This is an optimization exercise on Yosys and OpenROAD, whose aim is small area, a short achievable clock period and few clock cycles per item, not a production implementation. The RTL was checked by simulation tests, not by an equivalence proof against the original design.

===== flow/run.sh =====
#!/bin/bash
# synth_recipe.tcl (not shown) runs the flow's synth.tcl, then flattens the netlist and writes it again
# the make line also repeats each setting of config.mk as NAME=value (left out here)
make -C /OpenROAD-flow-scripts/flow DESIGN_CONFIG=/design/flow/config.mk WORK_HOME=/design/flow/orfs CLKGATE_MAP_FILE= SYNTH_SCRIPT=/design/flow/synth_recipe.tcl finish

===== flow/config.mk =====
export PLATFORM = sky130hd
export DESIGN_NAME = fckr_chooser
export DESIGN_NICKNAME = fckr_chooser
export VERILOG_FILES = /design/flow/design.v
export SDC_FILE = /design/flow/constraint.sdc
export NUM_CORES = 4
export LEC_CHECK = 0
export ABC_CLOCK_PERIOD_IN_PS = 5000
export CAP_MARGIN = 20
export CORE_MARGIN = 2
export CORE_UTILIZATION = 40
export PLACE_DENSITY = 0.6
export SETUP_SLACK_MARGIN = 4.5
export SLEW_MARGIN = 20

===== flow/constraint.sdc =====
create_clock -name core_clock -period 10.0 [get_ports {clk}]
set_input_delay 2.0000 -clock core_clock [delete_from_list [all_inputs] [get_ports {clk}]]
set_output_delay 2.0000 -clock core_clock [all_outputs]
set_load 0.01 [all_outputs]

===== flow/design.v =====
module fckr_div (
    input  wire        isq,      
    input  wire [32:0] rem,
    input  wire [1:0]  nxt,      
    input  wire [31:0] dv,       
    output wire        ge,
    output wire [34:0] sh,       
    output wire [34:0] diff      
);
    assign sh = isq ? {rem[32:0], nxt} : {2'b00, rem[31:0], nxt[1]};
    wire [34:0] trial = isq ? {1'b0, dv, 2'b01} : {3'b000, dv};
    wire [35:0] d36   = {1'b0, sh} - {1'b0, trial};
    assign ge   = ~d36[35];
    assign diff = d36[34:0];
endmodule
module fckr_div4 #(parameter integer K = 12) (
    input  wire [K-1:0] rem,
    input  wire [1:0]   nxt,
    input  wire [K-1:0] dv,
    output wire [1:0]   qb,
    output wire [K-1:0] rout
);
    wire [K:0]   s1 = {rem, nxt[1]};
    wire [K+1:0] d1 = {1'b0, s1} - {2'b00, dv};
    wire [K-1:0] r1 = d1[K+1] ? s1[K-1:0] : d1[K-1:0];
    wire [K:0]   s2 = {r1, nxt[0]};
    wire [K+1:0] d2 = {1'b0, s2} - {2'b00, dv};
    assign rout = d2[K+1] ? s2[K-1:0] : d2[K-1:0];
    assign qb   = {~d1[K+1], ~d2[K+1]};
endmodule
module fckr_add3 #(parameter integer W = 22) (
    input  wire [W-1:0] a,
    input  wire [W-1:0] b,
    input  wire [W-1:0] c,
    input  wire         cin,
    output wire [W-1:0] y
);
    wire [W-1:0] s  = a ^ b ^ c;
    wire [W-1:0] cy = (a & b) | (a & c) | (b & c);
    assign y = s + {cy[W-2:0], cin};
endmodule
module fckr_chooser (
    input  wire        clk,
    input  wire        rst,
    input  wire        start,
    input  wire [1:0]  op,
    input  wire [63:0] n,
    output wire        ready,
    output reg         done,
    output wire [63:0] a,
    output wire [63:0] b,
    output reg  [6:0]  fcnt,
    output reg         fq_valid,
    output wire [63:0] fq_data
);
    localparam integer W = 20;           
    localparam [3:0] S_IDLE  = 4'd0;
    localparam [3:0] S_DISP  = 4'd1;
    localparam [3:0] S_ISQ   = 4'd2;
    localparam [3:0] S_INIT1 = 4'd3;
    localparam [3:0] S_INIT2 = 4'd4;
    localparam [3:0] S_LANE  = 4'd5;
    localparam [3:0] S_DIVST = 4'd6;
    localparam [3:0] S_DIV   = 4'd7;
    localparam [3:0] S_DCHK  = 4'd8;
    localparam [3:0] S_F2    = 4'd9;
    localparam [3:0] S_F2B   = 4'd10;
    localparam [3:0] S_FCHK  = 4'd11;
    localparam [3:0] S_FIX   = 4'd12;
    reg [3:0]  st;
    reg        idle;
    reg [1:0]  opr;
    reg        neg;
    reg        skip;
    reg        lfirst;
    reg [6:0]  cnt;
    reg [6:0]  cnt0;      
    reg        aligned;   
    reg        fin;       
    reg [1:0]  fph;       
    reg        tw2;       
    reg        stail;     
    reg [1:0]  tph;       
    reg [63:0] N;
    reg [63:0] Q;
    reg [32:0] R;
    reg [31:0] D;
    reg [W-1:0] E;
    reg [W-1:0] G;
    reg [31:0] best_d;
    reg [36:0] best_b;
    reg [31:0] BGM;
    reg [W-1:0] DN;
    reg [W-1:0] DL;
    reg        vreg;      
    reg        vflag;     
    assign ready   = idle;
    assign a       = {32'd0, D};
    assign b       = Q;
    assign fq_data = Q;
    wire is_fac  = (opr == 2'd1);
    wire is_nice = (opr == 2'd3);
    wire        st_ge;
    wire [34:0] st_sh;
    wire [34:0] st_diff;
    fckr_div u_step (
        .isq (st == S_ISQ),
        .rem (R),
        .nxt (Q[63:62]),
        .dv  (D),
        .ge  (st_ge),
        .sh  (st_sh),
        .diff(st_diff)
    );
    wire top0 = (Q[63:56] == 8'd0);
    localparam integer K = 12;           
    wire       narrow = (D[31:K] == 0);
    wire [1:0]   n4_q;
    wire [K-1:0] n4_r;
    fckr_div4 #(.K(K)) u_div4 (
        .rem (R[K-1:0]),
        .nxt (Q[63:62]),
        .dv  (D[K-1:0]),
        .qb  (n4_q),
        .rout(n4_r)
    );
    reg  [31:0] dk;
    always @(*) begin
        case (st)
            S_INIT2: dk = 32'd1;
            S_FCHK:  dk = tw2 ? 32'd1 : (fph == 2'd2) ? 32'd4 : 32'd2;
            default: dk = 32'hFFFF_FFFF;
        endcase
    end
    wire [31:0] Dadd = D + dk;
    wire [W-1:0] Rw = R[W-1:0];
    wire [W-1:0] t = Rw + E;                                    
    wire [W-1:0] t_m, t_p, t_m2;
    fckr_add3 #(W) u_tm  (.a(Rw), .b(E), .c(~DN),                   .cin(1'b1), .y(t_m));
    fckr_add3 #(W) u_tp  (.a(Rw), .b(E), .c(DN),                    .cin(1'b0), .y(t_p));
    fckr_add3 #(W) u_tm2 (.a(Rw), .b(E), .c(~{DN[W-2:0], 1'b0}),    .cin(1'b1), .y(t_m2));
    wire lo   = t[W-1];                  
    wire hi   = ~t_m[W-1];               
    wire r_up = hi & ~t_m2[W-1];         
    wire r_dn = lo & t_p[W-1];           
    wire [W-1:0] G_lo = G - 1'b1;
    wire [W-1:0] G_hi = G + 1'b1;
    wire [W-1:0] X = E + {G[W-2:0], 1'b0};
    wire [W-1:0] E_lo, E_hi;
    fckr_add3 #(W) u_elo (.a(E), .b({G_lo[W-2:0], 1'b0}), .c(DN),  .cin(1'b0), .y(E_lo));
    fckr_add3 #(W) u_ehi (.a(E), .b({G_hi[W-2:0], 1'b0}), .c(~DN), .cin(1'b1), .y(E_hi));
    wire [W-1:0] E_rup = E + ~DN + 1'b1;
    wire [W-1:0] E_rdn = E + DN;
    wire [W-1:0] Qn   = Q[W-1:0] + DL;
    wire [W-1:0] Rn   = lo ? t_p  : (hi ? t_m  : t);
    wire [W-1:0] En   = lo ? E_lo : (hi ? E_hi : X);
    wire [W-1:0] Gn   = lo ? G_lo : (hi ? G_hi : G);
    wire q_ovf = (Q[W-1:W-4] != 4'd0) || (G[W-1:W-4] != 4'd0) || (DL[W-1:W-4] != 4'd0);
    wire        rz     = (R[31:0] == 32'd0);
    wire [36:0] rhs    = {2'b0, D, 3'b0} + {4'b0, D, 1'b0};      
    wire        q_fit  = (Q[63:37] == 27'd0);
    wire        d_ge20 = (D >= 32'd20);
    wire [36:0] bb      = Q[36:0] + {{(37-W){1'b0}}, DL} + {36'd0, ~rz};    
    wire        valid_x = q_fit && (bb <= rhs) && d_ge20;
    wire        g_small = (G[W-1:4] == 0) && (G[3:0] <= 4'd8);
    wire        vknown  = vflag || g_small || !d_ge20;
    wire        valid   = vflag ? vreg : (g_small && d_ge20);
    wire [33:0] bsum;
    fckr_add3 #(34) u_bet (.a({2'b0, D}), .b(~{1'b0, R}), .c(~{2'b0, BGM}), .cin(1'b1), .y(bsum));
    wire        better = bsum[33];
    wire [31:0] gapm1  = D + ~R[31:0];                           
    wire        q_lt_b = (Q[63:32] == 32'd0) && (Q[31:0] < BGM);
    wire        dl_big = ({1'b0, DL} >= {1'b0, D[W-1:0]} + 3'd3);
    wire        q_lt_d = (Q[63:32] == 32'd0) && (Q[31:0] < D);
    wire        q_one  = (Q == 64'd1);
    wire        n_one  = (N == 64'd1);
    wire        n_le0   = N[63] || (N == 64'd0);
    wire        n_le400 = N[63] || (N[63:9] == 55'd0 && N[8:0] <= 9'd400);
    wire        n_triv  = (N == 64'd0) || (N == 64'd1) || (N == {64{1'b1}});
    wire [31:0] root_n = {D[30:0], st_ge};
    wire        root_small = (root_n[31:W-4] == 0);
    always @(posedge clk) begin
        done     <= 1'b0;
        fq_valid <= 1'b0;
        if (rst) begin
            st   <= S_IDLE;
            idle <= 1'b1;
        end else begin
            case (st)
            S_IDLE: begin
                if (start) begin
                    N    <= n;
                    opr  <= op;
                    idle <= 1'b0;
                    st   <= S_DISP;
                end
            end
            S_DISP: begin
                Q      <= N;
                R      <= 33'd0;
                D      <= 32'd0;
                E      <= {{(W-1){1'b0}}, 1'b1};
                cnt    <= 7'd32;
                skip   <= 1'b1;
                BGM    <= 32'hFFFF_FFFF;
                fcnt   <= 7'd0;
                neg    <= N[63];
                aligned <= 1'b0;
                fin    <= 1'b0;
                fph    <= 2'd0;
                tw2    <= 1'b0;
                stail  <= 1'b0;
                tph    <= 2'd0;
                if (opr == 2'd1) begin
                    if (n_triv) begin
                        done <= 1'b1;
                        idle <= 1'b1;
                        st   <= S_IDLE;
                    end else begin
                        if (N[63]) begin
                            fq_valid <= 1'b1;
                            Q        <= {64{1'b1}};
                            fcnt     <= 7'd1;
                        end
                        st <= S_F2;
                    end
                end else if (opr == 2'd2 && n_le0) begin
                    Q    <= 64'd0;
                    D    <= 32'd0;
                    done <= 1'b1;
                    idle <= 1'b1;
                    st   <= S_IDLE;
                end else if (opr == 2'd3 && n_le400) begin
                    Q    <= 64'd20;
                    D    <= 32'd20;
                    done <= 1'b1;
                    idle <= 1'b1;
                    st   <= S_IDLE;
                end else if (opr == 2'd0) begin
                    done <= 1'b1;
                    idle <= 1'b1;
                    st   <= S_IDLE;
                end else begin
                    st <= S_ISQ;
                end
            end
            S_ISQ: begin
                if (skip && top0) begin
                    Q   <= {Q[55:0], 8'd0};
                    cnt <= cnt - 7'd4;
                end else begin
                    skip <= 1'b0;
                    R    <= st_ge ? st_diff[32:0] : st_sh[32:0];
                    D    <= root_n;
                    Q    <= {Q[61:0], 2'b00};
                    cnt  <= cnt - 7'd1;
                    if (cnt == 7'd1)
                        st <= root_small ? S_INIT1 : S_DIVST;
                    vflag <= 1'b0;
                end
            end
            S_INIT1: begin
                Q  <= {32'd0, Dadd};
                R  <= {{(33-W){1'b0}}, t};
                st <= S_INIT2;
            end
            S_INIT2: begin
                DL     <= {W{1'b0}};
                D      <= Dadd;
                DN     <= D[W-1:0];
                G      <= {{(W-1){1'b0}}, 1'b1};
                E      <= {W{1'b1}};
                lfirst <= 1'b1;
                cnt    <= 7'd0;
                vflag  <= 1'b0;
                st     <= S_LANE;
            end
            S_LANE: begin
                if (!lfirst && is_nice && !vknown) begin
                    vreg  <= valid_x;
                    vflag <= 1'b1;
                end else if (!lfirst && !is_nice && rz) begin
                    st   <= S_FIX;
                end else if (!lfirst && is_nice && !valid) begin
                    D    <= best_d;
                    Q    <= {27'd0, best_b};
                    done <= 1'b1;
                    idle <= 1'b1;
                    st   <= S_IDLE;
                end else if (!lfirst && is_nice && rz) begin
                    st   <= S_FIX;
                end else begin
                    if (!lfirst && is_nice && better) begin
                        best_d <= D;
                        best_b <= bb;
                        BGM    <= gapm1;
                    end
                    if (r_up || r_dn) begin
                        G   <= r_up ? G_hi : G_lo;
                        E   <= r_up ? E_rup : E_rdn;
                        cnt <= cnt + 7'd1;
                        if (cnt >= 7'd4 && !is_nice && dl_big) begin
                            BGM     <= bb[31:0];         
                            best_b  <= N[36:0];
                            D       <= 32'd2;
                            tw2     <= 1'b1;
                            fph     <= 2'd0;
                            stail   <= 1'b1;
                            aligned <= 1'b0;
                            st      <= S_DIVST;
                        end else if (cnt == 7'd15) begin
                            D  <= {{(32-W){1'b0}}, DN};
                            st <= S_DIVST;
                        end
                    end else if (q_ovf) begin
                        D  <= {{(32-W){1'b0}}, DN};
                        st <= S_DIVST;
                    end else begin
                        lfirst <= 1'b0;
                        vflag  <= 1'b0;
                        cnt    <= 7'd0;
                        Q      <= {{(64-W){1'b0}}, Qn};
                        DL     <= Gn;
                        R      <= {{(33-W){1'b0}}, Rn};
                        E      <= En;
                        G      <= Gn;
                        D      <= {{(32-W){1'b0}}, DN};
                        DN     <= DN - 1'b1;
                    end
                end
            end
            S_FIX: begin
                Q    <= {27'd0, bb};
                done <= 1'b1;
                idle <= 1'b1;
                st   <= S_IDLE;
            end
            S_DIVST: begin
                DL   <= {W{1'b0}};
                Q    <= N;
                R    <= 33'd0;
                cnt  <= aligned ? cnt0 : 7'd64;
                skip <= ~aligned;
                st   <= S_DIV;
            end
            S_DIV: begin
                if (skip && top0) begin
                    Q   <= {Q[55:0], 8'd0};
                    N   <= {N[55:0], 8'd0};
                    cnt <= cnt - 7'd8;
                end else begin
                    if (skip) begin
                        aligned <= 1'b1;
                        cnt0    <= cnt;
                    end
                    skip <= 1'b0;
                    if (narrow) begin
                        R   <= {{(33-K){1'b0}}, n4_r};
                        Q   <= {Q[61:0], n4_q};
                        cnt <= cnt - 7'd2;
                        if (cnt == 7'd2)
                            st <= (is_fac || stail) ? S_FCHK : S_DCHK;
                    end else begin
                        R   <= st_ge ? {1'b0, st_diff[31:0]} : {1'b0, st_sh[31:0]};
                        Q   <= {Q[62:0], st_ge};
                        cnt <= cnt - 7'd1;
                        if (cnt == 7'd1)
                            st <= (is_fac || stail) ? S_FCHK : S_DCHK;
                    end
                end
            end
            S_DCHK: begin
                if (is_nice && !vflag) begin
                    vreg  <= valid_x;
                    vflag <= 1'b1;
                end else if (!is_nice && rz) begin
                    done <= 1'b1;
                    idle <= 1'b1;
                    st   <= S_IDLE;
                end else if (is_nice && !valid) begin
                    D    <= best_d;
                    Q    <= {27'd0, best_b};
                    done <= 1'b1;
                    idle <= 1'b1;
                    st   <= S_IDLE;
                end else if (is_nice && rz) begin
                    done <= 1'b1;
                    idle <= 1'b1;
                    st   <= S_IDLE;
                end else begin
                    if (is_nice && better) begin
                        best_d <= D;
                        best_b <= bb;
                        BGM    <= gapm1;
                    end
                    D     <= Dadd;
                    vflag <= 1'b0;
                    Q     <= N;
                    R     <= 33'd0;
                    cnt   <= cnt0;
                    st    <= S_DIV;
                end
            end
            S_F2: begin
                if (!N[0]) begin
                    fq_valid <= 1'b1;
                    Q        <= 64'd2;
                    fcnt     <= fcnt + 7'd1;
                    N        <= {N[63], N[63:1]};
                end else begin
                    if (neg)
                        N <= {~N[63:1], 1'b1};
                    D  <= 32'd3;
                    st <= S_F2B;
                end
            end
            S_F2B: begin
                if (n_one) begin
                    done <= 1'b1;
                    idle <= 1'b1;
                    st   <= S_IDLE;
                end else begin
                    st <= S_DIVST;
                end
            end
            S_FCHK: begin
                if (stail) begin
                    if (tph == 2'd2) begin
                        D    <= Q[31:0];
                        Q    <= {32'd0, D};
                        done <= 1'b1;
                        idle <= 1'b1;
                        st   <= S_IDLE;
                    end else if (tph == 2'd1) begin
                        D       <= Q[31:0];
                        N       <= {27'd0, best_b};
                        aligned <= 1'b0;
                        tph     <= 2'd2;
                        st      <= S_DIVST;
                    end else if (rz) begin
                        N       <= Q;
                        aligned <= 1'b0;
                        st      <= S_DIVST;
                    end else if (q_lt_b) begin
                        D   <= 32'd1;
                        tph <= 2'd1;
                        Q   <= N;
                        R   <= 33'd0;
                        cnt <= cnt0;
                        st  <= S_DIV;
                    end else begin
                        D   <= Dadd;
                        tw2 <= 1'b0;
                        if (!tw2)
                            fph <= (fph == 2'd3) ? 2'd2 : fph + 2'd1;
                        Q   <= N;
                        R   <= 33'd0;
                        cnt <= cnt0;
                        st  <= S_DIV;
                    end
                end else if (fin) begin
                    fq_valid <= 1'b1;
                    fcnt     <= fcnt + 7'd1;
                    done     <= 1'b1;
                    idle     <= 1'b1;
                    st       <= S_IDLE;
                end else if (rz) begin
                    fq_valid <= 1'b1;
                    Q        <= {32'd0, D};
                    N        <= Q;
                    aligned  <= 1'b0;
                    fcnt     <= fcnt + 7'd1;
                    if (q_one) begin
                        done <= 1'b1;
                        idle <= 1'b1;
                        st   <= S_IDLE;
                    end else begin
                        st <= S_DIVST;
                    end
                end else if (q_lt_d) begin
                    D   <= 32'd1;
                    fin <= 1'b1;
                    Q   <= N;
                    R   <= 33'd0;
                    cnt <= cnt0;
                    st  <= S_DIV;
                end else begin
                    D   <= Dadd;
                    fph <= (fph == 2'd3) ? 2'd2 : fph + 2'd1;
                    Q   <= N;
                    R   <= 33'd0;
                    cnt <= cnt0;
                    st  <= S_DIV;
                end
            end
            default: begin
                st   <= S_IDLE;
                idle <= 1'b1;
            end
            endcase
        end
    end
endmodule

==> results of run 1 <==
[flip-flops by register name, summed over array words and instances (netlist names), 4 cells and up]
register and flops:
cnt0 7, BGM 32, fcnt 7, D 32, cnt 7, Q 64, DN 20, best_b 37
R 33, N 64, G 20, E 20, best_d 32, DL 20, st 4
[final timing paths]
check,from,to,slack [ns],depth (start not counted)
worst min-delay path,idle,idle,0.50,2
worst max-delay path,R[2],vreg,4.08,23
worst max register to register,R[2],vreg,4.08,23
worst min register to register,idle,idle,0.50,2
[area by class of cell]
type	instances	area (µm²)	share of cell area, %
Antenna cell	3	7.51	0.0124
Clock buffer	63	1470	2.42
Clock inverter	43	455	0.750
Inverter	397	1550	2.55
Multi-Input combinational cell	5318	37800	62.2
Sequential cell	417	12500	20.5
Tap cell	1755	2200	3.61
Timing Repair Buffer	525	4780	7.88
Timing Repair inverter	3	48.8	0.0803
[metal layers]
metal / global-route usage [%] / up-vias
li1: - / 24500
met4: 20.7 / 6
met2: 57.2 / 4027
met3: 8.38 / 861
met1: 47.8 / 27300
met5: 0 / -
[synthesized netlist by cell type, drive strengths merged, types with 64 or more instances]
cell type  count  area share [%]
nand2        714             5.1
a21oi        573             5.4
o21ai        569             5.4
nor2         539             3.8
ha           504              12
edfxtp       410              23
inv          395             2.8
clkbuf       319             2.3
xnor2        252             4.2
buf          178             2.1
a21o         174             2.5
xor2         154             2.6
fa           141             5.3
nand3        138             1.3
a211oi        99             1.4
nor3          96            0.93
nand4         95             1.1
o211ai        95             1.3
nor4          79            0.98
o22ai         75            0.88
nand2b        66            0.78
o221ai        64             1.1
[layout by cell type, fill, tap and decap left out, types with 34 or more instances in the layout]
master	n
a222oi_1	57
a221o_1	34
and3_1	42
o21ai_0	551
edfxtp_1	410
nor2_1	516
a31oi_1	47
a221oi_1	42
o221ai_1	64
buf_4	262
inv_1	382
nor3_1	81
o22ai_1	75
o211ai_1	95
a22oi_1	43
xor2_1	150
a21oi_1	564
clkdlybuf4s50_1	238
mux2i_1	44
fa_1	138
a21o_1	174
nor4_1	62
clkbuf_16	58
nor2b_1	49
nand4_1	95
nand2b_1	64
o21a_1	43
a211oi_1	93
nand3_1	132
nand2_1	699
ha_1	503
xnor2_1	248
[stage by stage]
stage / instance area (µm²) / hold slack [ns] / utilization (%) / setup WS (ns)
after floorplan: 53300 / 0.424 / - / 4.08
after global placement: 57100 / 0.495 / 43.4 / 2.45
after detailed placement: 57200 / 0.503 / 43.4 / 2.46
after CTS: 60200 / 0.516 / 45.7 / 4.14
after global routing: 60700 / 0.543 / 46.1 / 3.93
final: 60700 / 0.503 / 46.2 / 4.08
[worst min-delay path: cells and delay by family, from the launching register on]
| kind | cells | cell delay [ns] |
|---|---|---|
| flip-flops | 1 | 0.34 |
| multiplexers | 1 | 0.08 |
| AND/OR/NAND/NOR | 1 | 0.06 |
[cell families after synthesis]
kind of cell,after synthesis,share of synthesized area [%]
compound gates,2221,27.3
simple gates,1942,16.7
buf+inv,894,7.19
fa+ha+maj,647,17.2
flops,417,23.5
xor+xnor,407,6.79
mux,64,1.25
other cells,1,0.00707
[timing repair]
action / in CTS / in global routing
buffers inserted: 65 / 49
cloned: 10 / 2
pin swaps: 32 / 11
setup endpoints to repair: 387 / 306
hold endpoints to repair: 0 / 0
gates resized for setup: 85 / 46
==> notes.md, run 1 <==
- WL met3: 31200 µm
- Slew Limit Fails: 0
- Non-Filler Instances: 8524
- Io pins: 271
- Average instance area after synthesis: 8.05 µm²
- DR vias: 56600
- Starting Density: 40.3%
- Met2 WL post-DR: 113000 µm
- Final Skew: 0.0367 ns
- All-layer global routing usage: 37.1%
- Initial antenna violation count: 8
- Critical path's top delay family: compound AO/OA/AOI/OAI gates
- TritonCTS clock tree: yes
- Root buffer cell: clkbuf_16
- Final setup vio count: 0
- Worst EP required: 10.45 ns
- Largest net degree at the start of global routing: 81
- Setup TNS: 0 ns
- Via count of the first global-routing pass: 53500
- Grt ovf: 0
- Final ANT Viol Nets: 0
- Die Span Y: 368 µm
- Post-Route M1 WL: 100000 µm
- Startpoint Class: register
- Outcome: timing/DRC/antenna clean
- TritonRoute pass-1 iters: 8
- CTS buffer count: 57
- Post-Place Cells: 8289
- CP Buf/Inv Count: 3
- Fmax: 169 MHz
- HPWL Detailed: 189000 µm
- Worst relative slew slack: 8.34%
- Cell Area, Synth: 53100 µm²
- Row count: 133
- Post-synth EDFFs: 410
- Tcrit/Tclk final: 59.2%
- Gpl congestion: 1.01
- 1st-iter DRT viols: 8428
- Cells along the critical path: nor4_4, nand2_2, or4_4, clkinv_16, fa_2, fa_2, nor2b_1, o31a_1, o211ai_1, buf_4, nand3_2, a31oi_4, buf_4, xnor2_1, ha_1, nand4_1, a2111oi_4, o31a_1, nor3_2, maj3_2, o211ai_1, a21oi_1, a211o_1
- Post-DR wirelength/cell: 30.8 µm
- Die area: 136000 µm²
- H-tree depth: 2
- Final min period: 5.92 ns
- Synth warn: 1
- Clock Sinks: 417
- Slowest stage delay, CP: 0.69 ns
- Area grow syn2layout: 14.5%
- Worst-Skew Late Latency: 0.70 ns
- Via/cell ratio: 6.64
- Die X: 368 µm
- Max-cap violations: 0
- Final #Nets: 7433
- First-pass GRT wire length: 373000 µm
- Drc violations: 0
- Register area share after synthesis: 23.5%
- Highest routed layer: met5
- Synth unique cells: 105
- Worst hold path class: register to register
- Synth Flop Type: edfxtp_1
- Fillers: 12900
- Clock transition at path regs: 0.06 ns
- Maximum root-to-sink buffer count: 3
- Fin. Hold Viols: 0
- CP endpoint kind: register
- Post-synthesis instance total: 6593
- Core Area: 132000 µm²
- Share of synthesized registers carrying an async set or reset: 0%
- Worst slew pin tran: 1.37 ns
- Total Wirelength: 263000 µm
- Arr. time, crit path: 6.37 ns
- Critical path's slowest cell: or4_4
- Crit Path Class: register to register
- Seq cells post-synth: 417
- PortBufs: 238
- Unrepaired setup endpoints after global routing: yes
- CP max FO: 4
- Share of cells above drive strength 1: 8.87%
- CTS hold repair buffers: 0
Testbench counts, summed over its fixed seeds: cycles 45,808, items 240.
==> inputs of run 2 (changes only) <==
--- a/flow/design.v
+++ b/flow/design.v
@@ -41,2 +41,18 @@
 endmodule
+module fckr_add4 #(parameter integer W = 40) (
+    input  wire [W-1:0] a,
+    input  wire [W-1:0] b,
+    input  wire [W-1:0] c,
+    input  wire [W-1:0] d,
+    input  wire         ci0,
+    input  wire         ci1,
+    output wire [W-1:0] y
+);
+    wire [W-1:0] s1 = a ^ b ^ c;
+    wire [W-1:0] c1 = (a & b) | (a & c) | (b & c);
+    wire [W-1:0] k1 = {c1[W-2:0], ci0};
+    wire [W-1:0] s2 = s1 ^ k1 ^ d;
+    wire [W-1:0] c2 = (s1 & k1) | (s1 & d) | (k1 & d);
+    assign y = s2 + {c2[W-2:0], ci1};
+endmodule
 module fckr_chooser (
@@ -56,2 +72,3 @@
     localparam integer W = 20;           
+    localparam integer K = 12;           
     localparam [3:0] S_IDLE  = 4'd0;
@@ -79,6 +96,6 @@
     reg        fin;       
-    reg [1:0]  fph;       
-    reg        tw2;       
-    reg        stail;     
-    reg [1:0]  tph;       
+    reg [K-1:0] D2;
+    reg [K-1:0] R2;
+    reg        pfirst;    
+    reg        solo2;     
     reg [63:0] N;
@@ -94,2 +111,3 @@
     reg [W-1:0] DL;
+    reg        isq;       
     reg        vreg;      
@@ -106,3 +124,3 @@
     fckr_div u_step (
-        .isq (st == S_ISQ),
+        .isq (isq),
         .rem (R),
@@ -115,3 +133,2 @@
     wire top0 = (Q[63:56] == 8'd0);
-    localparam integer K = 12;           
     wire       narrow = (D[31:K] == 0);
@@ -126,2 +143,14 @@
     );
+    wire [1:0]   n4b_q;
+    wire [K-1:0] n4b_r;
+    fckr_div4 #(.K(K)) u_div4b (
+        .rem (R2),
+        .nxt (Q[63:62]),
+        .dv  (D2),
+        .qb  (n4b_q),
+        .rout(n4b_r)
+    );
+    wire       dual_ok = (D[31:K-1] == 0);
+    wire       r2z     = (R2 == 0);
+    wire [K-1:0] D2n   = D2 + 3'd6;
     reg  [31:0] dk;
@@ -130,3 +159,4 @@
             S_INIT2: dk = 32'd1;
-            S_FCHK:  dk = tw2 ? 32'd1 : (fph == 2'd2) ? 32'd4 : 32'd2;
+            S_FCHK:  dk = !dual_ok ? 32'd2 : !pfirst ? 32'd6 : 32'd4;
+            S_DCHK:  dk = (dual_ok && !is_nice && !r2z) ? 32'hFFFF_FFFE : 32'hFFFF_FFFF;
             default: dk = 32'hFFFF_FFFF;
@@ -159,3 +189,2 @@
     wire        rz     = (R[31:0] == 32'd0);
-    wire [36:0] rhs    = {2'b0, D, 3'b0} + {4'b0, D, 1'b0};      
     wire        q_fit  = (Q[63:37] == 27'd0);
@@ -163,3 +192,13 @@
     wire [36:0] bb      = Q[36:0] + {{(37-W){1'b0}}, DL} + {36'd0, ~rz};    
-    wire        valid_x = q_fit && (bb <= rhs) && d_ge20;
+    wire [39:0] vsum;
+    fckr_add4 #(40) u_val (
+        .a  ({3'd0, Q[36:0]}),
+        .b  ({{(40-W){1'b0}}, DL}),
+        .c  (~{5'd0, D, 3'd0}),
+        .d  (~{7'd0, D, 1'b0}),
+        .ci0(~rz),
+        .ci1(1'b1),
+        .y  (vsum)
+    );
+    wire        valid_x = q_fit && vsum[39] && d_ge20;
     wire        g_small = (G[W-1:4] == 0) && (G[3:0] <= 4'd8);
@@ -171,4 +210,3 @@
     wire [31:0] gapm1  = D + ~R[31:0];                           
-    wire        q_lt_b = (Q[63:32] == 32'd0) && (Q[31:0] < BGM);
-    wire        dl_big = ({1'b0, DL} >= {1'b0, D[W-1:0]} + 3'd3);
+    wire        q_lt_d2 = (Q[63:K] == 0) && (Q[K-1:0] < D2);
     wire        q_lt_d = (Q[63:32] == 32'd0) && (Q[31:0] < D);
@@ -186,2 +224,3 @@
             st   <= S_IDLE;
+            isq  <= 1'b0;
             idle <= 1'b1;
@@ -209,6 +248,4 @@
                 fin    <= 1'b0;
-                fph    <= 2'd0;
-                tw2    <= 1'b0;
-                stail  <= 1'b0;
-                tph    <= 2'd0;
+                pfirst <= 1'b1;
+                solo2  <= 1'b0;
                 if (opr == 2'd1) begin
@@ -243,3 +280,4 @@
                 end else begin
-                    st <= S_ISQ;
+                    st  <= S_ISQ;
+                    isq <= 1'b1;
                 end
@@ -256,4 +294,6 @@
                     cnt  <= cnt - 7'd1;
-                    if (cnt == 7'd1)
-                        st <= root_small ? S_INIT1 : S_DIVST;
+                    if (cnt == 7'd1) begin
+                        st  <= root_small ? S_INIT1 : S_DIVST;
+                        isq <= 1'b0;
+                    end
                     vflag <= 1'b0;
@@ -301,13 +341,5 @@
                         cnt <= cnt + 7'd1;
-                        if (cnt >= 7'd4 && !is_nice && dl_big) begin
-                            BGM     <= bb[31:0];         
-                            best_b  <= N[36:0];
-                            D       <= 32'd2;
-                            tw2     <= 1'b1;
-                            fph     <= 2'd0;
-                            stail   <= 1'b1;
-                            aligned <= 1'b0;
-                            st      <= S_DIVST;
-                        end else if (cnt == 7'd15) begin
+                        if (cnt == 7'd15) begin
                             D  <= {{(32-W){1'b0}}, DN};
+                            D2 <= DN[K-1:0] - 1'b1;
                             st <= S_DIVST;
@@ -316,2 +348,3 @@
                         D  <= {{(32-W){1'b0}}, DN};
+                        D2 <= DN[K-1:0] - 1'b1;
                         st <= S_DIVST;
@@ -321,8 +354,8 @@
                         cnt    <= 7'd0;
-                        Q      <= {{(64-W){1'b0}}, Qn};
+                        Q[W-1:0] <= Qn;
                         DL     <= Gn;
-                        R      <= {{(33-W){1'b0}}, Rn};
+                        R[W-1:0] <= Rn;
                         E      <= En;
                         G      <= Gn;
-                        D      <= {{(32-W){1'b0}}, DN};
+                        D[W-1:0] <= DN;
                         DN     <= DN - 1'b1;
@@ -341,2 +374,3 @@
                 R    <= 33'd0;
+                R2   <= 0;
                 cnt  <= aligned ? cnt0 : 7'd64;
@@ -357,7 +391,8 @@
                     if (narrow) begin
-                        R   <= {{(33-K){1'b0}}, n4_r};
-                        Q   <= {Q[61:0], n4_q};
+                        R   <= {{(33-K){1'b0}}, solo2 ? n4b_r : n4_r};
+                        R2  <= n4b_r;
+                        Q   <= {Q[61:0], solo2 ? n4b_q : n4_q};
                         cnt <= cnt - 7'd2;
                         if (cnt == 7'd2)
-                            st <= (is_fac || stail) ? S_FCHK : S_DCHK;
+                            st <= is_fac ? S_FCHK : S_DCHK;
                     end else begin
@@ -367,3 +402,3 @@
                         if (cnt == 7'd1)
-                            st <= (is_fac || stail) ? S_FCHK : S_DCHK;
+                            st <= is_fac ? S_FCHK : S_DCHK;
                     end
@@ -396,2 +431,3 @@
                     D     <= Dadd;
+                    D2    <= Dadd[K-1:0] - 1'b1;
                     vflag <= 1'b0;
@@ -399,2 +435,3 @@
                     R     <= 33'd0;
+                    R2    <= 0;
                     cnt   <= cnt0;
@@ -413,2 +450,3 @@
                     D  <= 32'd3;
+                    D2 <= 5;
                     st <= S_F2B;
@@ -426,37 +464,3 @@
             S_FCHK: begin
-                if (stail) begin
-                    if (tph == 2'd2) begin
-                        D    <= Q[31:0];
-                        Q    <= {32'd0, D};
-                        done <= 1'b1;
-                        idle <= 1'b1;
-                        st   <= S_IDLE;
-                    end else if (tph == 2'd1) begin
-                        D       <= Q[31:0];
-                        N       <= {27'd0, best_b};
-                        aligned <= 1'b0;
-                        tph     <= 2'd2;
-                        st      <= S_DIVST;
-                    end else if (rz) begin
-                        N       <= Q;
-                        aligned <= 1'b0;
-                        st      <= S_DIVST;
-                    end else if (q_lt_b) begin
-                        D   <= 32'd1;
-                        tph <= 2'd1;
-                        Q   <= N;
-                        R   <= 33'd0;
-                        cnt <= cnt0;
-                        st  <= S_DIV;
-                    end else begin
-                        D   <= Dadd;
-                        tw2 <= 1'b0;
-                        if (!tw2)
-                            fph <= (fph == 2'd3) ? 2'd2 : fph + 2'd1;
-                        Q   <= N;
-                        R   <= 33'd0;
-                        cnt <= cnt0;
-                        st  <= S_DIV;
-                    end
-                end else if (fin) begin
+                if (fin) begin
                     fq_valid <= 1'b1;
@@ -468,5 +472,6 @@
                     fq_valid <= 1'b1;
-                    Q        <= {32'd0, D};
+                    Q        <= solo2 ? {{(64-K){1'b0}}, D2} : {32'd0, D};
                     N        <= Q;
                     aligned  <= 1'b0;
+                    solo2    <= 1'b0;
                     fcnt     <= fcnt + 7'd1;
@@ -479,3 +484,3 @@
                     end
-                end else if (q_lt_d) begin
+                end else if (q_lt_d || (dual_ok && !r2z && q_lt_d2)) begin
                     D   <= 32'd1;
@@ -487,6 +492,12 @@
                 end else begin
-                    D   <= Dadd;
-                    fph <= (fph == 2'd3) ? 2'd2 : fph + 2'd1;
+                    if (dual_ok && r2z) begin
+                        solo2 <= 1'b1;
+                    end else begin
+                        D      <= Dadd;
+                        D2     <= D2n;
+                        pfirst <= 1'b0;
+                    end
                     Q   <= N;
                     R   <= 33'd0;
+                    R2  <= 0;
                     cnt <= cnt0;
--- a/flow/config.mk
+++ b/flow/config.mk
@@ -12,3 +12,3 @@
 export PLACE_DENSITY = 0.6
-export SETUP_SLACK_MARGIN = 4.5
+export SETUP_SLACK_MARGIN = 5
 export SLEW_MARGIN = 20
==> run 2 against run 1 <==
Compared with the run above: routed wire length down 14%; global-route usage down 4.0 points; synthesized area down 3.5%; sequential cell count up 21; largest cell class unchanged; via count down 11%; die area down 3.5%; register-to-register slack better by 0.85 ns; critical endpoint is now R[3]; still clean; sequential share of layout area up 1.3 points; critical path depth down 3; synthesized cell count down 8.8%.
==> notes.md, run 2 <==
- Post-synth EDFFs: 430
- Via/cell ratio: 6.29
- Via count of the first global-routing pass: 47400
- Die X: 362 µm
- Final ANT Viol Nets: 0
- Arr. time, crit path: 5.52 ns
- Worst setup path start: R2[0]
- Clock transition at path regs: 0.06 ns
- Root buffer cell: clkbuf_16
- Clock Sinks: 438
- Tcrit/Tclk final: 50.7%
- Cell Area, Synth: 51200 µm²
- Largest net degree at the start of global routing: 83
- Gpl congestion: 0.991
- Commonest non-fill, non-tap cells in the layout: nand2_1, nor2_1, o21ai_0, ha_1, edfxtp_1
- Multi-input logic area: 35900 µm²
- H-tree depth: 2
- HPWL Detailed: 168000 µm
- Biggest regs: N x64, Q x64, best_b x37
- Most frequent cell after synthesis: nand2_1
- Fmax: 197 MHz
- All-layer global routing usage: 33.1%
- Outcome: timing/DRC/antenna clean
- Seq cells post-synth: 438
- Total Wirelength: 225000 µm
- Final setup vio count: 0
- Initial antenna violation count: 17
- Fillers: 12300
- Starting Density: 40.2%
- Io pins: 271
- Worst hold path class: register to register
- Register Area: 13100 µm²
- Hold path startpoint: idle
- PortBufs: 238
- Share of synthesized registers carrying an async set or reset: 0%
- Synth warn: 1
- Slew Limit Fails: 0
- TritonRoute pass-1 iters: 9
- Worst-Skew Late Latency: 0.73 ns
- Worst relative slew slack: 15.8%
- First-pass GRT wire length: 324000 µm
- Area grow syn2layout: 17.3%
- Worst slew pin tran: 1.26 ns
- Worst r2r path cells: 20
- 1st-iter DRT viols: 6271
- CP max FO: 6
- Fin. Hold Viols: 0
- Core Area: 127000 µm²
- Drc violations: 0
- Maximum root-to-sink buffer count: 3
- Synth Flop Type: edfxtp_1
- CP endpoint kind: register
- Final min period: 5.07 ns
- Area leader, netlist: edfxtp_1
- Grt ovf: 0
- Reg2reg setup slack: 4.93 ns
- Unrepaired setup endpoints after global routing: yes
- Synth unique cells: 108
- Placed inst area: 55100 µm²
- Register area share after synthesis: 25.5%
- Tightest hold margin: 0.509 ns
- Worst EP required: 10.46 ns
- Row count: 131
- TritonCTS clock tree: yes
- Startpoint Class: register
- Max-cap violations: 0
- Post-synthesis instance total: 6015
- Die area: 131000 µm²
- Worst setup path end: R[3]
- Crit Path Class: register to register
- Commonest cells post-synth: nand2_1, nor2_1, o21ai_0
- Final Skew: 0.0518 ns
- Final #Nets: 7031
- CTS buffer count: 60
- Setup TNS: 0 ns
- Fin area: 60000 µm²
- Post-DR wirelength/cell: 28.1 µm
- Worst R2R Start: R2[0]
- Average instance area after synthesis: 8.51 µm²
- Commonest non-fill, non-tap cell in the layout: nand2_1
- Reg2reg end: R[3]
- Share of cells above drive strength 1: 11.1%
- Die Span Y: 362 µm
- Ranking of synthesized cells by area: edfxtp_1, ha_1, fa_1, o21ai_0, a21oi_1
- Post-synth top area share: 25.2%
- Final core occ: 47.2%
- DR vias: 50300
[run 2: cell types whose count changed in the layout (fill, tap and decap cells not counted), sizes merged, moves of 32 or more]
cell	before	now
nand2	715	551
a21oi	574	432
o21ai	569	498
mux2i	48	106
a21o	174	118
inv	387	442
a221oi	44	97
fa	141	191
o221ai	64	16
o211ai	95	49
buf	283	315
nand3	138	106
[run 2: area by class of cell]
cell class,count,area share [%]
repair buffers,555,8.42
clock inverters,39,0.865
clock buffers,71,2.62
diodes,5,0.0208
multi-input cells,4772,59.8
inverters,460,3.01
flip-flops and latches,438,21.8
well taps,1662,3.47
[run 2: routing by layer]
metal / GRT usage, % / vias to the layer above / part of all wire (%)
met1: 45.2 / 24400 / 41
met3: 7.00 / 546 / 11
met2: 49.8 / 2934 / 43
li1: - / 22400 / -
met5: 0 / - / 0.016
met4: 15.7 / 6 / 5.4
[run 2: stage by stage]
step / setup slack, ns / cells
after floorplan: 4.82 / 6046
after global placement: 3.45 / 7680
after detailed placement: 3.34 / 7681
after CTS: 4.98 / 7902
after global routing: 4.71 / 7999
final: 4.93 / 8002
[run 2: worst min path at each step]
| stage | endpoint | cells after the start | slack, ns |
|---|---|---|---|
| 5_1_grt | idle | 2 | 0.55 |
| 2_1_floorplan | cnt0[5] | 0 | 0.42 |
| 6_report | idle | 2 | 0.51 |
| 4_1_cts | idle | 2 | 0.51 |
| 3_5_place_dp | idle | 2 | 0.50 |
| 3_3_place_gp | cnt[0] | 1 | 0.51 |
[run 2: worst max-delay path: stages (launching register included)]
cell	delay, ns
edfxtp_1	0.48
ha_1	0.31
nor2b_4	0.12
o31a_1	0.29
o311ai_2	0.32
a21oi_2	0.11
o21ai_2	0.20
nand2_4	0.17
mux2i_4	0.28
ha_4	0.26
o21a_1	0.20
o31a_1	0.16
o21ai_2	0.20
a21oi_2	0.09
a31o_2	0.28
o221ai_4	0.23
nand2_4	0.19
buf_12	0.21
mux2i_4	0.26
o22ai_1	0.12
or3_1	0.35
[run 2: kinds of logic after synthesis]
group | Yosys count | synth area share [%]
compound gates | 1815 | 23.1
simple gates | 1736 | 15.8
buf+inv | 840 | 7.06
fa+ha+maj | 675 | 19.3
flops | 438 | 25.5
xor+xnor | 386 | 6.71
mux | 124 | 2.47
other cells | 1 | 0.00733
[run 2: what timing repair did]
item | in CTS | in global routing
resized for setup | 125 | 136
endpoints found under the hold margin | 0 | 0
pin swaps | 27 | 36
hold buffers | 0 | 0
cloned | 6 | 0
buffers inserted | 105 | 94
endpoints found under the setup margin | 498 | 377
Testbench counts of run 2, summed over its fixed seeds: cycles 42,665, items 240.
==> inputs of run 3 (changes only) <==
--- a/flow/config.mk
+++ b/flow/config.mk
@@ -12,3 +12,3 @@
 export PLACE_DENSITY = 0.6
-export SETUP_SLACK_MARGIN = 5
+export SETUP_SLACK_MARGIN = 4.5
 export SLEW_MARGIN = 20
==> run 3 against run 2 <==
Compared with the run above: still clean; routed wire length shrank 2.2%; clock-buffer cell count shrank 7; synthesized cell count is the same; critical path depth shrank 7; register-to-register slack lost 0.40 ns; global-route usage shrank 0.66 points; critical endpoint is now DL[14]; largest cell class unchanged.
==> notes.md, run 3 <==
- Commonest non-fill, non-tap cells in the layout: nand2_1, nor2_1, ha_1, o21ai_0, inv_1
- CP max FO: 12
- Root buffer cell: clkbuf_16
- Cell Area, Synth: 51200 µm²
- Final min period: 5.47 ns
- DR vias: 49900
- Worst hold path class: register to register
- Arr. time, crit path: 5.85 ns
- Maximum root-to-sink buffer count: 3
- Via count of the first global-routing pass: 46800
- Final setup vio count: 0
- CTS buffer count: 56
- CTS hold repair buffers: 0
- Ranking of synthesized cells by area: edfxtp_1, ha_1, fa_1, o21ai_0, a21oi_1
- Post-synth top area share: 25.2%
- Area leader, netlist: edfxtp_1
- PortBufs: 238
- Synth unique cells: 108
- Setup TNS: 0 ns
- Post-synthesis instance total: 6015
- TritonCTS clock tree: yes
- Gpl congestion: 0.992
- Worst relative slew slack: 18.2%
- Met3 usage: 6.76%
- Synth Flop Type: edfxtp_1
- Drc violations: 0
- Unrepaired setup endpoints after global routing: no
- Tcrit/Tclk final: 54.7%
- Worst-Skew Late Latency: 0.73 ns
- Biggest regs: N x64, Q x64, best_b x37
- Fillers: 12500
- TritonRoute pass-1 iters: 6
- Max-cap violations: 0
- Largest net degree at the start of global routing: 74
- GRT met1 Usage: 44.7%
- Share of cells above drive strength 1: 6.91%
- Final Skew: 0.0605 ns
- Worst slew pin tran: 1.22 ns
- HPWL Detailed: 166000 µm
- Share of synthesized registers carrying an async set or reset: 0%
- Worst R2R Start: E[2]
- Die area: 131000 µm²
- Global routing's busiest layer: met2
- Initial antenna violation count: 15
- Outcome: timing/DRC/antenna clean
- Total Wirelength: 220000 µm
- Area grow syn2layout: 12.9%
- Register area share after synthesis: 25.5%
- Seq cells post-synth: 438
- Worst r2r path cells: 13
- Clock Sinks: 438
- Tightest hold margin: 0.533 ns
- M2 GR Usage: 49.1%
- H-tree depth: 2
- All-layer global routing usage: 32.5%
- Slew Limit Fails: 0
- Crit Path Class: register to register
- Worst setup path start: E[2]
- Most frequent cell after synthesis: nand2_1
- Clock transition at path regs: 0.06 ns
- First-pass GRT wire length: 319000 µm
- Final #Nets: 6894
- Average instance area after synthesis: 8.51 µm²
- 1st-iter DRT viols: 6392
- Reg2reg end: DL[14]
- Post-synth EDFFs: 430
- Starting Density: 40.2%
- Setup WS pre-CTS: 3.34 ns
- Worst EP required: 10.38 ns
- CP endpoint kind: register
- Startpoint Class: register
- Core Area: 127000 µm²
- Die Span Y: 362 µm
- Commonest non-fill, non-tap cell in the layout: nand2_1
- Synth warn: 1
- Reg2reg setup slack: 4.53 ns
- Fmax: 183 MHz
- Die X: 362 µm
- Fin. Hold Viols: 0
- Via/cell ratio: 6.34
- Final ANT Viol Nets: 0
- Commonest cells post-synth: nand2_1, nor2_1, o21ai_0
- Worst setup path end: DL[14]
- Grt ovf: 0
- Io pins: 271
- Row count: 131
- Post-DR wirelength/cell: 28.0 µm
- Setup WS post-layout: 4.53 ns
- Final core occ: 45.4%
-- run 3: cell types whose count changed in the layout (fill, tap and decap cells not counted), sizes merged --
cell / previous run / this run
buf: 315 / 183
bufbuf: 2 / 0
bufinv: 10 / 7
clkbuf: 71 / 65
clkinv: 27 / 31
clkinvlp: 20 / 7
diode: 5 / 7
inv: 442 / 454
nand2: 551 / 552
nor2: 524 / 523
nor3b: 8 / 7
o211ai: 49 / 50
-- run 3: final cells by class --
cell class	instances	area, µm²	area share, %
Tap cell	1662	2080	3.60
Multi-Input combinational cell	4772	35200	60.8
Antenna cell	7	17.5	0.0303
Clock inverter	39	432	0.747
Sequential cell	438	13100	22.6
Clock buffer	64	1430	2.48
Timing Repair Buffer	422	3870	6.70
Inverter	460	1740	3.01
-- run 3: per-stage QoR --
step	std cells	cell area, µm²
2_1_floorplan	6046	51400
3_3_place_gp	7691	55000
3_5_place_dp	7692	55100
4_1_cts	7829	57400
5_1_grt	7859	57800
6_report	7864	57800
-- run 3: how the worst min path moves through the flow --
stage                  from  endpoint  slack [ns]  depth (start not counted)
global placement    cnt0[0]    cnt[0]        0.51                          1
finish              cnt0[0]    cnt[0]        0.53                          1
detailed placement  cnt0[0]    cnt[0]        0.50                          1
floorplan            cnt[5]   cnt0[5]        0.42                          0
CTS                 cnt0[0]    cnt[0]        0.53                          1
global route        cnt0[0]    cnt[0]        0.56                          1
-- run 3: routing by layer --
metal  wire (µm)  share of wire [%]
met2       94800                 43
met1       90100                 41
met3       23900                 11
met5          61              0.028
met4       11300                5.1
-- run 3: timing repair --
item	in CTS	in global routing
gates resized for setup	40	37
endpoints found under the hold margin	0	0
endpoints found under the setup margin	279	252
pin swaps	9	4
cloned	3	2
setup buffers	31	26
-- run 3: critical path, stage by stage, from the launching register on --
cell and delay, ns:
edfxtp_1 0.71, inv_1 0.34, fa_1 0.59, ha_1 0.39, o21a_1 0.21, o31a_1 0.14, o21ai_2 0.36, o21a_1 0.36
o211ai_4 0.16, buf_4 0.21, nand2_1 0.64, nand2_1 0.10, a21oi_1 0.58, nor2_1 0.36
-- run 3: kinds of logic after synthesis --
| logic type | after synthesis | synth area share (%) |
|---|---|---|
| flops | 438 | 25.5 |
| other cells | 1 | 0.00733 |
| fa+ha+maj | 675 | 19.3 |
| compound gates | 1815 | 23.1 |
| mux | 124 | 2.47 |
| simple gates | 1736 | 15.8 |
| buf+inv | 840 | 7.06 |
| xor+xnor | 386 | 6.71 |
==> inputs of run 4 (changes only) <==
--- a/flow/design.v
+++ b/flow/design.v
@@ -341,3 +341,3 @@
                         cnt <= cnt + 7'd1;
-                        if (cnt == 7'd15) begin
+                        if (cnt == 7'd4) begin
                             D  <= {{(32-W){1'b0}}, DN};
@@ -384,2 +384,6 @@
                     cnt <= cnt - 7'd8;
+                end else if (skip && Q[63:62] == 2'b00) begin
+                    Q   <= {Q[61:0], 2'b00};
+                    N   <= {N[61:0], 2'b00};
+                    cnt <= cnt - 7'd2;
                 end else begin
--- a/flow/config.mk
+++ b/flow/config.mk
@@ -12,3 +12,3 @@
 export PLACE_DENSITY = 0.6
-export SETUP_SLACK_MARGIN = 4.5
+export SETUP_SLACK_MARGIN = 5
 export SLEW_MARGIN = 20
==> run 4 against run 3 <==
Compared with the run above: still clean; die area decreased by 0.89%; hold slack worse by 0.030 ns; routed wire length grew 4.8%; synthesized area decreased by 0.90%; first-iteration DRC count grew 19%; non-clock buffer count up 203; final cell count is 2.0% higher; core utilization grew 2.4 points; clock skew up 0.014 ns; critical path type unchanged; critical endpoint is now E[19].
==> notes.md, run 4 <==
- Outcome: timing/DRC/antenna clean
- Synth Flop Type: edfxtp_1
- Critical path's top delay family: simple AND/OR/NAND/NOR gates
- Most frequent cell after synthesis: o21ai_0
- Clock transition at path regs: 0.06 ns
- Share of synthesized registers carrying an async set or reset: 0%
- Reg2reg end: E[19]
- Drc violations: 0
- Via count of the first global-routing pass: 48000
- TritonCTS clock tree: yes
- TritonRoute pass-1 iters: 10
- Post-synth top area share: 25.5%
- Final Skew: 0.0746 ns
- Ranking of synthesized cells by area: edfxtp_1, ha_1, fa_1, o21ai_0, a21oi_1
- Worst EP required: 10.34 ns
- Starting Density: 40.3%
- CTS hold repair buffers: 0
- Max-cap violations: 0
- Average instance area after synthesis: 8.45 µm²
- First-pass GRT wire length: 331000 µm
- Register area share after synthesis: 25.8%
- PortBufs: 238
- Gpl congestion: 1.01
- Final setup vio count: 0
- Main combinational cell family by area after synthesis: compound AO/OA/AOI/OAI gates
- Via/cell ratio: 6.39
- Worst r2r path cells: 17
- Post-synth EDFFs: 430
- Unrepaired setup endpoints after global routing: yes
- Root buffer cell: clkbuf_16
- CP Buf/Inv Count: 2
- Worst hold path class: register to register
- Adder and majority cell fraction of the synthesized area: 19.5%
- Compound-cell area share of the yosys netlist: 23.5%
- Final ANT Viol Nets: 0
- Crit Path Class: register to register
- Tcrit/Tclk final: 52.7%
- Commonest cells post-synth: o21ai_0, nor2_1, a21oi_1
- HPWL Detailed: 170000 µm
- All-layer global routing usage: 34.0%
- Share of cells above drive strength 1: 12.3%
- CTS buffer count: 56
- Post-Synth Simple-Gate Area: 14.9%
- Post-synthesis instance total: 6002
- Largest net degree at the start of global routing: 89
- Io pins: 271
- Worst slew pin tran: 1.38 ns
- Grt ovf: 0
- Cells along the critical path: buf_6, or3_4, or3_4, or4_4, or3_4, or3_4, or3_4, xor2_2, fa_1, inv_1, ha_4, nand2_1, o21ai_2, xnor2_1, nor2_1, a221oi_2, o221ai_1
- Worst relative slew slack: 7.60%
- Hold Crit Endpoint: idle
- Multiplexer share of the synthesized area: 2.48%
- Critical path's slowest cell: or4_4
- Setup TNS: 0 ns
- Fmax: 190 MHz
- Row count: 130
- H-tree depth: 2
- Startpoint Class: register
- Area grow syn2layout: 18.7%
- Post-Place Cells: 7665
- Commonest non-fill, non-tap cells in the layout: nor2_1, o21ai_0, a21oi_1, ha_1, nand2_1
- Worst-Skew Late Latency: 0.71 ns
- Cell Area, Synth: 50700 µm²
- Seq cells post-synth: 438
- Fillers: 12100
- Post-Synth XOR/XNOR Area: 6.73%
- Post-DR wirelength/cell: 28.8 µm
- Non-Filler Instances: 8020
- Core Area: 126000 µm²
- CP max FO: 5
- Initial antenna violation count: 9
- Die X: 360 µm
- Die Span Y: 360 µm
- Total Wirelength: 231000 µm
- Hold Crit Depth: 1
- Slew Limit Fails: 0
- Reg2reg setup slack: 4.73 ns
- Critical path depth: 17
- Biggest regs: N x64, Q x64, best_b x37
- Worst R2R Start: G[0]
- Hold path startpoint: idle
- CP endpoint kind: register
- Final #Nets: 7067
- Die area: 130000 µm²
- Maximum root-to-sink buffer count: 3
- 1st-iter DRT viols: 7576
- Area leader, netlist: edfxtp_1
- Fin. Hold Viols: 0
- Arr. time, crit path: 5.61 ns
- Synth warn: 1
- Clock Sinks: 438
- Final min period: 5.27 ns
- Slowest stage delay, CP: 0.54 ns
- Synth unique cells: 91
- DR vias: 51200
- Most frequent CP cell: or3_4
run 4: changes by cell type after synthesis, sizes merged, moves of 38 or more:
cell | previous run | this run
a221oi | 97 | 143
buf | 166 | 128
clkbuf | 214 | 268
nand2 | 550 | 475
a21oi | 432 | 516
o21ai | 498 | 536
run 4: layout make-up:
cell class / instances / area (µm²) / share of cell area [%]
Timing Repair Buffer: 625 / 5730 / 9.52
Inverter: 464 / 1900 / 3.15
Clock buffer: 71 / 1460 / 2.42
Tap cell: 1650 / 2060 / 3.43
Multi-Input combinational cell: 4737 / 35700 / 59.3
Clock inverter: 30 / 246 / 0.409
Antenna cell: 5 / 12.5 / 0.0208
Sequential cell: 438 / 13100 / 21.7
run 4: worst reg2reg max path, stage by stage, from the launching register on:
cell and delay, ns:
edfxtp_1 0.42, buf_6 0.15, or3_4 0.38, or3_4 0.42
or4_4 0.54, or3_4 0.41, or3_4 0.42, or3_4 0.39
xor2_2 0.18, fa_1 0.50, inv_1 0.07, ha_4 0.28
nand2_1 0.06, o21ai_2 0.14, xnor2_1 0.13, nor2_1 0.07
a221oi_2 0.24, o221ai_1 0.16
run 4: how the worst max path moves through the flow:
stage	from	end	slack, ns
3_5_place_dp	DN[4]	D2[8]	2.87
4_1_cts	G[0]	E[19]	4.86
2_1_floorplan	D[1]	R[7]	4.71
3_3_place_gp	DN[4]	D2[8]	3.00
6_report	G[0]	E[19]	4.73
5_1_grt	G[0]	E[19]	4.54
run 4: logic make-up (layout without fill, tap and decap cells):
logic type	Yosys count	after routing
AO/OA/AOI/OAI	1886	1888
AND/OR/NAND/NOR	1627	1627
multiplexers	124	124
buffers and inverters	860	1190
adder cells (fa/ha/maj)	676	676
XOR/XNOR	390	390
flip-flops	438	438
other	1	37
run 4: through the flow:
step / instance area [µm²] / worst slack [ns] / utilization, % / hold WS [ns]
finish: 60200 / 4.73 / 47.9 / 0.503
global route: 60200 / 4.54 / 47.9 / 0.544
CTS: 58600 / 4.86 / 46.6 / 0.526
detailed placement: 54800 / 2.87 / 43.6 / 0.503
global placement: 54800 / 3.00 / 43.6 / 0.500
floorplan: 51000 / 4.71 / - / 0.424
run 4: repair_timing:
item	4_1_cts	5_1_grt
endpoints found under the setup margin	560	395
resized for setup	200	159
pin swaps	42	58
cloned	5	3
setup buffers	139	102
hold endpoints to repair	0	0
run 4: layer usage:
| metal | share of wire, % | wire length [µm] | up-vias | global-route usage, % |
|---|---|---|---|---|
| li1 | - | - | 22500 | - |
| met1 | 40 | 93200 | 24800 | 47.3 |
| met2 | 42 | 96800 | 3397 | 49.8 |
| met3 | 13 | 29500 | 547 | 8.63 |
| met4 | 4.8 | 11200 | 12 | 14.1 |
| met5 | 0.039 | 91 | - | 0 |
Testbench counts of run 4, summed over its fixed seeds: cycles 41,230, items 240.
==> inputs of run 5 (changes only) <==
--- a/flow/design.v
+++ b/flow/design.v
@@ -71,3 +71,3 @@
 );
-    localparam integer W = 20;           
+    localparam integer W = 19;           
     localparam integer K = 12;           
==> run 5 against run 4 <==
Compared with the run above: still clean on timing, DRC and antenna; clock skew is 0.0026 ns higher; hold slack better by 0.010 ns; first-iteration DRC count down 17%; synthesized area is 0.49% lower; highest routed layer unchanged.
==> notes.md, run 5 <==
- Outcome: timing/DRC/antenna clean
- Worst slew pin tran: 1.25 ns
- Final ANT Viol Nets: 0
- CP Buf/Inv Count: 3
- Clock transition at path regs: 0.06 ns
- Critical path's top delay family: compound AO/OA/AOI/OAI gates
- Post-synth EDFFs: 426
- Die X: 359 µm
- Via/cell ratio: 6.34
- Drc violations: 0
- Starting Density: 40.2%
- H-tree depth: 2
- Worst-Skew Late Latency: 0.73 ns
- Via count of the first global-routing pass: 47800
- PortBufs: 238
- Fin. Hold Viols: 0
- Arr. time, crit path: 6.06 ns
- Seq cells post-synth: 434
- Slowest stage delay, CP: 0.56 ns
- Cell Area, Synth: 50500 µm²
- Post-synth top area share: 25.3%
- Multi-input logic area: 35600 µm²
- Total Wirelength: 224000 µm
- Max-cap violations: 0
- Average instance area after synthesis: 8.42 µm²
- Synth warn: 1
- Hold Crit Depth: 0
- Fin area: 59600 µm²
- Fmax: 177 MHz
- Ranking of synthesized cells by area: edfxtp_1, ha_1, fa_1, a21oi_1, o21ai_0
- Hold path startpoint: cnt[6]
- Core Area: 125000 µm²
- Setup WS pre-CTS: 3.32 ns
- Critical path's slowest cell: or4_4
- HPWL Detailed: 164000 µm
- Worst R2R Start: D2[1]
- Worst relative slew slack: 16.4%
- Commonest non-fill, non-tap cell in the layout: nor2_1
- Hold Crit Endpoint: cnt0[6]
- All-layer global routing usage: 33.2%
- Gpl congestion: 0.996
- Row count: 130
- CTS buffer count: 56
- Commonest non-fill, non-tap cells in the layout: nor2_1, nand2_1, o21ai_0, a21oi_1, ha_1
- Commonest cells post-synth: nor2_1, a21oi_1, o21ai_0
- Io pins: 271
- Maximum root-to-sink buffer count: 3
- Die area: 129000 µm²
- Reg2reg setup slack: 4.34 ns
- CP max FO: 6
- Synth Flop Type: edfxtp_1
- Worst EP required: 10.39 ns
- DR vias: 50600
- Post-DR wirelength/cell: 28.0 µm
- Area leader, netlist: edfxtp_1
- Fillers: 12100
- Share of synthesized registers carrying an async set or reset: 0%
- Synth unique cells: 89
- Worst hold path class: register to register
- Share of cells above drive strength 1: 11.6%
- CTS hold repair buffers: 0
- Grt ovf: 0
- Tightest hold margin: 0.513 ns
- Post-synthesis instance total: 5996
- Worst r2r path cells: 21
- Initial antenna violation count: 6
- TritonCTS clock tree: yes
- Final setup vio count: 0
- Area grow syn2layout: 18.1%
- Cells along the critical path: inv_4, ha_4, nor2b_4, o31a_1, o41a_1, o41a_1, a221o_4, mux2_4, ha_4, or4_4, nor3_4, nor3b_2, o31a_1, o21a_1, nor3_4, buf_12, buf_4, nor2_4, a21oi_4, o21ai_1, or4_1
- Placed inst area: 54600 µm²
- Root buffer cell: clkbuf_16
- Tcrit/Tclk final: 56.6%
- Reg2reg end: R[6]
- First-pass GRT wire length: 325000 µm
- Most frequent cell after synthesis: nor2_1
- 1st-iter DRT viols: 6278
- Startpoint Class: register
- Setup WS post-layout: 4.34 ns
- Slew Limit Fails: 0
- Largest net degree at the start of global routing: 97
- TritonRoute pass-1 iters: 7
- Clock Sinks: 434
- Die Span Y: 359 µm
- Unrepaired setup endpoints after global routing: yes
- Final Skew: 0.0772 ns
- CP endpoint kind: register
- Crit Path Class: register to register
- Register Area: 13000 µm²
- Final min period: 5.66 ns
- Register area share after synthesis: 25.7%
- Biggest regs: N x64, Q x64, best_b x37
- Setup TNS: 0 ns
- Final #Nets: 7011
run 5: cell types whose count changed after synthesis, moves of 14 or more:
cell	change
a22oi_1	+45
a221oi_1	-44
o21ai_0	-36
mux2i_1	+26
xor2_1	-22
nand2_1	+21
o21ai_1	+15
a211oi_1	-14
inv_1	+14
run 5: how the worst max path moves through the flow:
stage	from	endpoint	slack, ns	cells after the start
after detailed placement	D[2]	R[10]	3.32	19
after global placement	D[2]	R[10]	3.34	21
after floorplan	D2[1]	R[10]	4.70	19
after CTS	D2[1]	R[10]	4.38	20
after global routing	D2[1]	R[10]	4.17	22
final	D2[1]	R[6]	4.34	21
run 5: worst register-to-register path: cells and delay by family, from the launching register on:
kind	cells	cell delay, ns
multiplexers	1	0.34
buffers and inverters	3	0.35
AND/OR/NAND/NOR	7	1.62
flip-flops	1	0.43
AO/OA/AOI/OAI	8	2.26
adder cells (fa/ha/maj)	2	0.35
run 5: through the flow:
| stage | utilization, % | cells |
|---|---|---|
| global placement | 43.5 | 7661 |
| finish | 47.5 | 7977 |
| detailed placement | 43.5 | 7661 |
| CTS | 46.4 | 7870 |
| global route | 47.5 | 7974 |
| floorplan | - | 6027 |
run 5: final cells by class:
type	count	share of cell area [%]
inverters	478	3.14
clock buffers	77	2.60
well taps	1650	3.46
multi-input cells	4729	59.7
diodes	3	0.0126
repair buffers	580	8.86
flip-flops and latches	434	21.7
clock inverters	26	0.460
run 5: metal layers:
metal	share of wire, %	vias up	track usage [%]
met5	0.019	-	0
met4	5.4	6	14.9
met3	12	585	7.77
met2	43	3197	50.3
met1	40	24500	45.0
li1	-	22300	-
run 5: cells by family (layout without fill, tap and decap cells):
| kind of cell | count (synthesis) | count (layout) | synth area share, % |
|---|---|---|---|
| DFF | 434 | 434 | 25.7 |
| xor gates and xnor gates | 377 | 377 | 6.56 |
| muxes | 155 | 155 | 3.12 |
| and+or+nand+nor | 1647 | 1650 | 15.1 |
| other | 1 | 35 | 0.00743 |
| AOI/OAI and AO/OA | 1851 | 1852 | 23.1 |
| adders and majority gates | 663 | 663 | 19.2 |
| buffers and inverters | 868 | 1161 | 7.20 |
run 5: timing repair:
| item | CTS | global route |
|---|---|---|
| hold endpoints to repair | 0 | 0 |
| cloned | 3 | 3 |
| gates resized for setup | 191 | 147 |
| pin swaps | 39 | 50 |
| setup endpoints to repair | 438 | 389 |
| setup buffers | 103 | 101 |
Testbench counts of run 5, summed over its fixed seeds: cycles 41,230, items 240.

==> port drivers added, routing unchanged <==
In the flow no input, the clock included, has a driving cell. The finished layouts below were timed again as built, in two steps.
Step 1, drivers: a clkbuf_16 drives clk and a buf_2 each remaining input, both assumed.
Step 2 also shifts input and output timing later by t, the mid clock arrival at the registers, as if the neighbouring blocks saw the same clock.
a / b / c = ideal / step 1 / step 2; a / b = the first two.
run	t (ns)	setup slack, ns	worst setup path after step 2	latest minus earliest clock arrival (ns)	worst register clock-pin slew, ns
run 1	0.768	4.078 / 4.078 / 4.078	register to register	0.037 / 0.036	0.07 / 0.07
run 2	0.781	4.932 / 4.932 / 4.932	register to register	0.053 / 0.052	0.07 / 0.07
run 3	0.778	4.531 / 4.531 / 4.531	register to register	0.061 / 0.061	0.07 / 0.07
run 4	0.754	4.727 / 4.727 / 4.727	register to register	0.075 / 0.075	0.07 / 0.07
run 5	0.768	4.337 / 4.337 / 4.337	register to register	0.077 / 0.077	0.07 / 0.07
After both steps every run listed still meets setup and hold.
